What follows belongs to an exercise in optimizing a design on an open flow for small area and a short achievable clock period; a production flow would make more cautious choices.
RTL that was checked went through simulation tests only; none was proved equivalent to the original.
Power and IR drop assume default switching activity.

==> inputs of wip/xenon <==
// minifloat_unit
module minifloat_unit (
    input  wire        clk,
    input  wire [4:0]  op,
    input  wire [31:0] a,
    input  wire [31:0] b,
    output wire [31:0] y,
    output wire [1:0]  st
);
clock: 15.0 ns
lec_check: 0
cap_margin: 20
core_margin: 2
core_utilization: 40
slew_margin: 20
synth_hierarchical: 1
synth_minimum_keep_size: 0
standard.sh (not shown) runs the stock make flow with config.mk's settings and CLKGATE_MAP_FILE= SYNTH_SCRIPT=/design/flow/synth_recipe.tcl, a recipe that flattens the netlist after the stock synthesis.
==> flow/flow/run.sh <==
#!/bin/bash
# Own layout flow: the standard ORFS flow (standard.sh) with three changes.
#  1. Synthesis is synth_recipe.tcl unchanged except that ABC maps the logic
#     with flow/abc.script (registers, flattening and renaming as standard).
#  2. Ports are buffered with sky130_fd_sc_hd__buf_1 instead of the delay
#     buffer buffer_ports picks by default.
#  3. Yosys maps adders to plain gates for ABC (no full/half-adder cells).
#  4. repair_timing aims at a setup margin of MARGIN ns, so that it works on
#     the datapath rather than stopping once the 15 ns clock is met.
# Each tool's full output stays in orfs/logs/; make's own output goes to
# make_finish.log in this folder.
set -euo pipefail
HERE=$(pwd)
MARGIN=$(cat flow/margin.txt)
{
  echo "proc abc {args} {"
  echo "  set i [lsearch -exact \$args -script]"
  echo "  if {\$i >= 0} { lset args [expr {\$i + 1}] $HERE/flow/abc.script }"
  echo "  yosys abc {*}\$args"
  echo "}"
  cat synth_recipe.tcl
} > my_synth.tcl
bash standard.sh SYNTH_SCRIPT=$HERE/my_synth.tcl SETUP_SLACK_MARGIN=$MARGIN \
  "BUFFER_PORTS_ARGS=-buffer_cell sky130_fd_sc_hd__buf_1" ADDER_MAP_FILE= finish > make_finish.log 2>&1
==> flow/flow/abc.script <==
strash
balance
 rewrite
 refactor
 balance
 rewrite
 rewrite -z
 balance
 refactor -z
 rewrite -z
 balance
balance
 rewrite
 refactor
 balance
 rewrite
 rewrite -z
 balance
 refactor -z
 rewrite -z
 balance
dch -f
map -B 0.9
topo
buffer -c
upsize -c
dnsize -c
==> flow/flow/margin.txt <==
11
==> inputs of wip/fjord, as changes to wip/xenon <==
--- a/flow/design.v
+++ b/flow/design.v
@@ -1,123 +1,130 @@
 module minifloat_unit (
     input  wire        clk,
     input  wire [4:0]  op,
     input  wire [31:0] a,
     input  wire [31:0] b,
     output wire [31:0] y,
     output wire [1:0]  st
 );
-    wire [7:0] p_d, q_d;
-    wire [2:0] d_d;
-    wire [4:0] tz_d;
-    wire       or_d;
-    mf_front u_front (.op(op), .a(a), .b(b[7:0]), .p(p_d), .q(q_d), .d(d_d),
-                      .tz(tz_d), .or19_11(or_d));
+    wire [11:0] ahi_d;
+    wire [4:0]  tz_d;
+    wire        or_d;
+    mf_front u_front (.op(op), .a(a), .b(b[7:0]), .ahi(ahi_d), .tz(tz_d), .or19_11(or_d));
     reg [4:0]  op_q;
     reg [7:0]  p_q;        
-    reg [7:0]  q_q;        
-    reg [2:0]  d_q;        
     reg [11:0] ahi_q;      
     reg [2:0]  amid_q;     
     reg        a16_q;      
     reg        or_q;       
     reg [4:0]  tz_q;       
     always @(posedge clk) begin
         op_q   <= op;
-        p_q    <= p_d;
-        q_q    <= q_d;
-        d_q    <= d_d;
-        ahi_q  <= a[31:20];
+        p_q    <= a[7:0];
+        ahi_q  <= ahi_d;
         amid_q <= a[10:8];
         a16_q  <= a[16];
         or_q   <= or_d;
         tz_q   <= tz_d;
     end
     wire [7:0] lo_d;
     wire [8:0] hi_d;
     wire [1:0] st_d;
-    mf_core u_core (.op(op_q), .p(p_q), .q(q_q), .d(d_q), .ahi(ahi_q), .amid(amid_q),
+    mf_core u_core (.op(op_q), .p(p_q), .q(ahi_q[11:4]), .lt(ahi_q[3]), .d(ahi_q[2:0]), .ahi(ahi_q), .amid(amid_q),
                     .a16(a16_q), .or19_11(or_q), .tz(tz_q), .lo(lo_d), .hi(hi_d), .st(st_d));
     reg [7:0]  lo_q;
     reg [8:0]  hi_q;      
     reg [1:0]  st_q;
     always @(posedge clk) begin
         lo_q <= lo_d;
         hi_q <= hi_d;
         st_q <= st_d;
     end
     assign y  = {hi_q[8:7], {4{hi_q[6]}}, hi_q[5:0], 12'd0, lo_q};
     assign st = st_q;
 endmodule
 module mf_front (
     input  wire [4:0]  op,
     input  wire [31:0] a,
     input  wire [7:0]  b,
-    output wire [7:0]  p,
-    output wire [7:0]  q,
-    output wire [2:0]  d,
+    output wire [11:0] ahi,       
     output wire [4:0]  tz,        
     output wire        or19_11
 );
-    wire       addsub = (op[4:1] == 4'b0110);
-    wire [7:0] bn     = {b[7] ^ (addsub & op[0]), b[6:0]};
-    wire       a_lt   = (a[6:4] < b[6:4]);
-    wire       swap   = addsub & a_lt;
-    assign p = swap ? bn : a[7:0];
-    assign q = swap ? a[7:0] : bn;
-    assign d = a_lt ? (b[6:4] - a[6:4]) : (a[6:4] - b[6:4]);
+    wire       vv = (op == 5'd9) || (op[4:2] == 3'b011 && op[1:0] != 2'b11);
+    wire [7:0] q  = {b[7] ^ (op == 5'd13), b[6:0]};
+    wire       lt = (a[6:4] < b[6:4]);
+    wire [2:0] d  = lt ? (b[6:4] - a[6:4]) : (a[6:4] - b[6:4]);
+    assign ahi = vv ? {q, lt, d} : a[31:20];
     assign or19_11 = |a[19:11];
-    wire [31:0] g = {9'h1ff, a[22:0]};
-    wire        z16 = ~|g[15:0];
-    wire [15:0] h16 = z16 ? g[31:16] : g[15:0];
-    wire        z8  = ~|h16[7:0];
-    wire [7:0]  h8  = z8 ? h16[15:8] : h16[7:0];
-    wire        z4  = ~|h8[3:0];
-    wire [3:0]  h4  = z4 ? h8[7:4] : h8[3:0];
-    wire        z2  = ~|h4[1:0];
-    wire [1:0]  h2  = z2 ? h4[3:2] : h4[1:0];
-    assign tz = {z16, z8, z4, z2, ~h2[0]};
+    wire [23:0] g = {1'b1, a[22:0]};
+    wire [5:0]  z;                   
+    wire [11:0] l;                   
+    genvar i;
+    generate
+        for (i = 0; i < 6; i = i + 1) begin : grp
+            wire [3:0] w = g[4*i+3:4*i];
+            assign z[i]         = ~|w;
+            assign l[2*i+1]     = ~w[0] & ~w[1];
+            assign l[2*i]       = ~w[0] & (w[1] | ~w[2]);
+        end
+    endgenerate
+    wire [5:0] first = {z[4] & z[3] & z[2] & z[1] & z[0],
+                        ~z[4] & z[3] & z[2] & z[1] & z[0],
+                        ~z[3] & z[2] & z[1] & z[0],
+                        ~z[2] & z[1] & z[0],
+                        ~z[1] & z[0],
+                        ~z[0]};
+    assign tz[4]   = z[3] & z[2] & z[1] & z[0];
+    assign tz[3]   = z[1] & z[0] & ~(z[2] & z[3]);
+    assign tz[2]   = first[1] | first[3] | first[5];
+    assign tz[1:0] = ({2{first[0]}} & l[1:0])  | ({2{first[1]}} & l[3:2])  |
+                     ({2{first[2]}} & l[5:4])  | ({2{first[3]}} & l[7:6])  |
+                     ({2{first[4]}} & l[9:8])  | ({2{first[5]}} & l[11:10]);
 endmodule
 module mf_core (
     input  wire [4:0]  op,
     input  wire [7:0]  p,
     input  wire [7:0]  q,
+    input  wire        lt,
     input  wire [2:0]  d,
     input  wire [11:0] ahi,       
     input  wire [2:0]  amid,      
     input  wire        a16,
     input  wire        or19_11,
     input  wire [4:0]  tz,
     output reg  [7:0]  lo,        
     output wire [8:0]  hi,        
     output reg  [1:0]  st
 );
     wire op_norm = (op == 5'd10);
     wire op_mul  = (op == 5'd14);
-    wire [3:0]  ml   = p[3:0];
-    wire [10:0] xs   = {7'd0, q[3:0]} << d;
+    wire [7:0]  v_l   = lt ? q : p;                   
+    wire [7:0]  v_s  = lt ? p : q;                   
+    wire [3:0]  ml   = v_l[3:0];
+    wire [10:0] xs   = {7'd0, v_s[3:0]} << d;
     wire        same = (p[7] == q[7]);
     wire        hi0  = (xs[10:4] == 7'd0);
     wire        sgt  = !hi0 || (xs[3:0] > ml);       
     wire        tie  = hi0 && (xs[3:0] == ml);
     wire [9:0]  sum  = xs[9:0] + {6'd0, ml};
     wire [9:0]  dif1 = xs[9:0] - {6'd0, ml};
     wire [3:0]  dif2 = ml - xs[3:0];
     wire [9:0]  add_m    = same ? sum : (sgt ? dif1 : {6'd0, dif2});
-    wire        add_s    = same ? p[7] : (sgt ? q[7] : p[7]);
+    wire        add_s    = same ? p[7] : (sgt ? v_s[7] : v_l[7]);
     wire        add_zero = !same && tie;
     wire [3:0] esum      = {1'b0, p[6:4]} + {1'b0, q[6:4]};
     wire       mul_s     = p[7] ^ q[7];
     wire [7:0] mul_p     = p[3:0] * q[3:0];
     wire       mul_under = (esum < 4'd2);
     wire       mul_sat   = (esum > 4'd8);
     wire [2:0] mul_e     = esum[2:0] - 3'd2;
     wire norm_big = (ahi[11:7] != 5'd0) || (ahi[3:0] != 4'd0) || or19_11 || amid[2];
-    wire [2:0] n_e   = op_norm ? ahi[6:4] : (op_mul ? mul_e : p[6:4]);
+    wire [2:0] n_e   = op_norm ? ahi[6:4] : (op_mul ? mul_e : v_l[6:4]);
     wire [9:0] n_m   = op_norm ? {amid[1:0], p} : (op_mul ? {2'd0, mul_p} : add_m);
     wire       n_sat = op_norm ? norm_big : (op_mul && mul_sat);
     reg  [2:0] k;
     reg  [3:0] mo;
     always @* begin
         casez (n_m)
             10'b1?????????: begin k = 3'd6; mo = n_m[9:6]; end
             10'b01????????: begin k = 3'd5; mo = n_m[8:5]; end
==> flow/flow/run.sh (replaced) <==
#!/bin/bash
# Own layout flow: the standard ORFS flow (standard.sh) with these changes.
#  1. Synthesis is synth_recipe.tcl unchanged except that ABC maps the
#     request-stage module mf_front with flow/abc_front.script and the rest
#     with flow/abc.script (registers, flattening and renaming as standard).
#  2. Ports are buffered with sky130_fd_sc_hd__buf_1 instead of the delay
#     buffer buffer_ports picks by default.
#  3. Yosys maps adders to plain gates for ABC (no full/half-adder cells).
#  4. repair_timing aims at a setup margin of flow/margin.txt ns, so that it
#     works on the datapath rather than stopping once the 15 ns clock is met.
# Each tool's full output stays in orfs/logs/; make's own output goes to
# make_finish.log in this folder.
set -euo pipefail
HERE=$(pwd)
MARGIN=$(cat flow/margin.txt)
cat > my_synth.tcl <<EOT
proc abc {args} {
  set i [lsearch -exact \$args -script]
  set front \$args
  lset front [expr {\$i + 1}] $HERE/flow/abc_front.script
  yosys abc {*}\$front mf_front
  set rest \$args
  lset rest [expr {\$i + 1}] $HERE/flow/abc.script
  yosys abc {*}\$rest
}
EOT
cat synth_recipe.tcl >> my_synth.tcl
bash standard.sh SYNTH_SCRIPT=$HERE/my_synth.tcl SETUP_SLACK_MARGIN=$MARGIN \
  "BUFFER_PORTS_ARGS=-buffer_cell sky130_fd_sc_hd__buf_1" ADDER_MAP_FILE= finish > make_finish.log 2>&1
--- a/flow/flow/abc.script
+++ b/flow/flow/abc.script
@@ -17,11 +17,8 @@
  rewrite -z
  balance
  refactor -z
  rewrite -z
  balance
 dch -f
 map -B 0.9
 topo
-buffer -c
-upsize -c
-dnsize -c
==> flow/flow/abc_front.script (new file) <==
strash
balance
 rewrite
 refactor
 balance
 rewrite
 rewrite -z
 balance
 refactor -z
 rewrite -z
 balance
balance
 rewrite
 refactor
 balance
 rewrite
 rewrite -z
 balance
 refactor -z
 rewrite -z
 balance
dch -f
map -B 0.9
topo
buffer -c
upsize -c
dnsize -c
==> flow/flow/margin.txt (replaced) <==
11.3
==> flow/config.mk (replaced) <==
export PLATFORM = sky130hd
export DESIGN_NAME = minifloat_unit
export DESIGN_NICKNAME = minifloat_unit
export VERILOG_FILES = /design/flow/design.v
export SDC_FILE = /design/flow/constraint.sdc
export NUM_CORES = 4
export LEC_CHECK = 0
export CAP_MARGIN = 20
export CORE_MARGIN = 2
export CORE_UTILIZATION = 55
export CTS_BUF_LIST = sky130_fd_sc_hd__clkbuf_4 sky130_fd_sc_hd__clkbuf_8
export CTS_CLUSTER_DIAMETER = 60
export CTS_CLUSTER_SIZE = 24
export SLEW_MARGIN = 20
export SYNTH_HIERARCHICAL = 1
export SYNTH_MINIMUM_KEEP_SIZE = 0
==> inputs of wip/pepper, as changes to wip/xenon <==
--- a/flow/design.v
+++ b/flow/design.v
@@ -1,123 +1,139 @@
 module minifloat_unit (
     input  wire        clk,
     input  wire [4:0]  op,
     input  wire [31:0] a,
     input  wire [31:0] b,
     output wire [31:0] y,
     output wire [1:0]  st
 );
-    wire [7:0] p_d, q_d;
+    wire [7:0] q_d;
+    wire       lt_d;
     wire [2:0] d_d;
     wire [4:0] tz_d;
     wire       or_d;
-    mf_front u_front (.op(op), .a(a), .b(b[7:0]), .p(p_d), .q(q_d), .d(d_d),
+    mf_front u_front (.op(op), .a(a), .b(b[7:0]), .q(q_d), .lt(lt_d), .d(d_d),
                       .tz(tz_d), .or19_11(or_d));
     reg [4:0]  op_q;
     reg [7:0]  p_q;        
     reg [7:0]  q_q;        
+    reg        lt_q;       
     reg [2:0]  d_q;        
     reg [11:0] ahi_q;      
     reg [2:0]  amid_q;     
     reg        a16_q;      
     reg        or_q;       
     reg [4:0]  tz_q;       
     always @(posedge clk) begin
         op_q   <= op;
-        p_q    <= p_d;
+        p_q    <= a[7:0];
         q_q    <= q_d;
+        lt_q   <= lt_d;
         d_q    <= d_d;
         ahi_q  <= a[31:20];
         amid_q <= a[10:8];
         a16_q  <= a[16];
         or_q   <= or_d;
         tz_q   <= tz_d;
     end
     wire [7:0] lo_d;
     wire [8:0] hi_d;
     wire [1:0] st_d;
-    mf_core u_core (.op(op_q), .p(p_q), .q(q_q), .d(d_q), .ahi(ahi_q), .amid(amid_q),
+    mf_core u_core (.op(op_q), .p(p_q), .q(q_q), .lt(lt_q), .d(d_q), .ahi(ahi_q), .amid(amid_q),
                     .a16(a16_q), .or19_11(or_q), .tz(tz_q), .lo(lo_d), .hi(hi_d), .st(st_d));
     reg [7:0]  lo_q;
     reg [8:0]  hi_q;      
     reg [1:0]  st_q;
     always @(posedge clk) begin
         lo_q <= lo_d;
         hi_q <= hi_d;
         st_q <= st_d;
     end
     assign y  = {hi_q[8:7], {4{hi_q[6]}}, hi_q[5:0], 12'd0, lo_q};
     assign st = st_q;
 endmodule
 module mf_front (
     input  wire [4:0]  op,
     input  wire [31:0] a,
     input  wire [7:0]  b,
-    output wire [7:0]  p,
-    output wire [7:0]  q,
-    output wire [2:0]  d,
+    output wire [7:0]  q,         
+    output wire        lt,        
+    output wire [2:0]  d,         
     output wire [4:0]  tz,        
     output wire        or19_11
 );
-    wire       addsub = (op[4:1] == 4'b0110);
-    wire [7:0] bn     = {b[7] ^ (addsub & op[0]), b[6:0]};
-    wire       a_lt   = (a[6:4] < b[6:4]);
-    wire       swap   = addsub & a_lt;
-    assign p = swap ? bn : a[7:0];
-    assign q = swap ? a[7:0] : bn;
-    assign d = a_lt ? (b[6:4] - a[6:4]) : (a[6:4] - b[6:4]);
+    assign q  = {b[7] ^ (op == 5'd13), b[6:0]};
+    assign lt = (a[6:4] < b[6:4]);
+    assign d  = lt ? (b[6:4] - a[6:4]) : (a[6:4] - b[6:4]);
     assign or19_11 = |a[19:11];
-    wire [31:0] g = {9'h1ff, a[22:0]};
-    wire        z16 = ~|g[15:0];
-    wire [15:0] h16 = z16 ? g[31:16] : g[15:0];
-    wire        z8  = ~|h16[7:0];
-    wire [7:0]  h8  = z8 ? h16[15:8] : h16[7:0];
-    wire        z4  = ~|h8[3:0];
-    wire [3:0]  h4  = z4 ? h8[7:4] : h8[3:0];
-    wire        z2  = ~|h4[1:0];
-    wire [1:0]  h2  = z2 ? h4[3:2] : h4[1:0];
-    assign tz = {z16, z8, z4, z2, ~h2[0]};
+    wire [23:0] g = {1'b1, a[22:0]};
+    wire [5:0]  z;                   
+    wire [11:0] l;                   
+    genvar i;
+    generate
+        for (i = 0; i < 6; i = i + 1) begin : grp
+            wire [3:0] w = g[4*i+3:4*i];
+            assign z[i]         = ~|w;
+            assign l[2*i+1]     = ~w[0] & ~w[1];
+            assign l[2*i]       = ~w[0] & (w[1] | ~w[2]);
+        end
+    endgenerate
+    wire [5:0] first = {z[4] & z[3] & z[2] & z[1] & z[0],
+                        ~z[4] & z[3] & z[2] & z[1] & z[0],
+                        ~z[3] & z[2] & z[1] & z[0],
+                        ~z[2] & z[1] & z[0],
+                        ~z[1] & z[0],
+                        ~z[0]};
+    assign tz[4]   = z[3] & z[2] & z[1] & z[0];
+    assign tz[3]   = z[1] & z[0] & ~(z[2] & z[3]);
+    assign tz[2]   = first[1] | first[3] | first[5];
+    assign tz[1:0] = ({2{first[0]}} & l[1:0])  | ({2{first[1]}} & l[3:2])  |
+                     ({2{first[2]}} & l[5:4])  | ({2{first[3]}} & l[7:6])  |
+                     ({2{first[4]}} & l[9:8])  | ({2{first[5]}} & l[11:10]);
 endmodule
 module mf_core (
     input  wire [4:0]  op,
     input  wire [7:0]  p,
     input  wire [7:0]  q,
+    input  wire        lt,
     input  wire [2:0]  d,
     input  wire [11:0] ahi,       
     input  wire [2:0]  amid,      
     input  wire        a16,
     input  wire        or19_11,
     input  wire [4:0]  tz,
     output reg  [7:0]  lo,        
     output wire [8:0]  hi,        
     output reg  [1:0]  st
 );
     wire op_norm = (op == 5'd10);
     wire op_mul  = (op == 5'd14);
-    wire [3:0]  ml   = p[3:0];
-    wire [10:0] xs   = {7'd0, q[3:0]} << d;
+    wire [7:0]  v_l   = lt ? q : p;                   
+    wire [7:0]  v_s  = lt ? p : q;                   
+    wire [3:0]  ml   = v_l[3:0];
+    wire [10:0] xs   = {7'd0, v_s[3:0]} << d;
     wire        same = (p[7] == q[7]);
     wire        hi0  = (xs[10:4] == 7'd0);
     wire        sgt  = !hi0 || (xs[3:0] > ml);       
     wire        tie  = hi0 && (xs[3:0] == ml);
     wire [9:0]  sum  = xs[9:0] + {6'd0, ml};
     wire [9:0]  dif1 = xs[9:0] - {6'd0, ml};
     wire [3:0]  dif2 = ml - xs[3:0];
     wire [9:0]  add_m    = same ? sum : (sgt ? dif1 : {6'd0, dif2});
-    wire        add_s    = same ? p[7] : (sgt ? q[7] : p[7]);
+    wire        add_s    = same ? p[7] : (sgt ? v_s[7] : v_l[7]);
     wire        add_zero = !same && tie;
     wire [3:0] esum      = {1'b0, p[6:4]} + {1'b0, q[6:4]};
     wire       mul_s     = p[7] ^ q[7];
     wire [7:0] mul_p     = p[3:0] * q[3:0];
     wire       mul_under = (esum < 4'd2);
     wire       mul_sat   = (esum > 4'd8);
     wire [2:0] mul_e     = esum[2:0] - 3'd2;
     wire norm_big = (ahi[11:7] != 5'd0) || (ahi[3:0] != 4'd0) || or19_11 || amid[2];
-    wire [2:0] n_e   = op_norm ? ahi[6:4] : (op_mul ? mul_e : p[6:4]);
+    wire [2:0] n_e   = op_norm ? ahi[6:4] : (op_mul ? mul_e : v_l[6:4]);
     wire [9:0] n_m   = op_norm ? {amid[1:0], p} : (op_mul ? {2'd0, mul_p} : add_m);
     wire       n_sat = op_norm ? norm_big : (op_mul && mul_sat);
     reg  [2:0] k;
     reg  [3:0] mo;
     always @* begin
         casez (n_m)
             10'b1?????????: begin k = 3'd6; mo = n_m[9:6]; end
             10'b01????????: begin k = 3'd5; mo = n_m[8:5]; end
==> flow/flow/margin.txt (replaced) <==
11.2
==> notes.md <==
routability cong. 0.921; Final Critical Period 3810 ps; Synth Area in Simple Gates 44.0%; Reg power frac 30.5%; P_clk 0.000213 W; outcome finished clean; Adder-Cell Fraction of Synth Area 0.360%; R2R cell count 23; area grow syn2layout 11.7%; R2R Path End lo_q[3]
[end of results for wip/pepper]
==> notes.md <==
outcome finished clean; Reg power frac 34.5%; Synth Area in Simple Gates 46.6%; Adder-Cell Fraction of Synth Area 0.196%; initial antenna violation count 0; R2R cell count 11; Final Critical Period 3790 ps; P_clk 0.0000874 W; routability cong. 1.06; largest cell class by area multi-input gates; critical-path cell list buf_2
[end of results for wip/fjord]
==> notes.md <==
outcome finished clean; P_clk 0.000210 W; area grow syn2layout 12.5%; R2R cell count 23; Total Nets Final 1044; Synth Area in Simple Gates 44.8%; R2R Path End lo_q[6]; Tapcell Cnt 176; Final Critical Period 3910 ps; Critical Path Source Type input pin; Reg power frac 31.0%
[end of results for wip/xenon]
Function not checked in wip/pepper: the RTL went through the layout flow alone.

==> static timing again, ports no longer ideal <==
The flow's constraints put no driver on any port. The routed layouts listed below were extracted and timed again, unchanged, in two steps. Step 1 sets driving cells, clkbuf_16 on the clock port and buf_2 on the other inputs (assumed; they add their load-dependent delay and slew). Step 2, shift: input delay + t, output delay - t, t = (earliest + latest rising clock arrival at the registers) / 2. This alone moves slack from input paths to output paths. Three values: ideal ports, drivers, drivers and shift; two values: the first two.
run	shift t [ns]	setup WS [ns]	hold slack, ns	worst register clock-pin slew, ns	worst data-port slew with drivers (ns)
wip/xenon	0.373	11.088 / 11.107 / 10.734	0.571 / 0.571 / 0.571	0.06 / 0.06	0.04
wip/fjord	0.349	11.209 / 11.171 / 10.948	0.610 / 0.610 / 0.610	0.10 / 0.10	0.07
wip/pepper	0.367	11.188 / 11.153 / 11.015	0.533 / 0.533 / 0.533	0.06 / 0.06	0.04
After both steps setup and hold are still met in every run listed. The setup slack of wip/xenon, which loses most, moves by +0.019 ns with the drivers and by -0.354 ns with both steps.
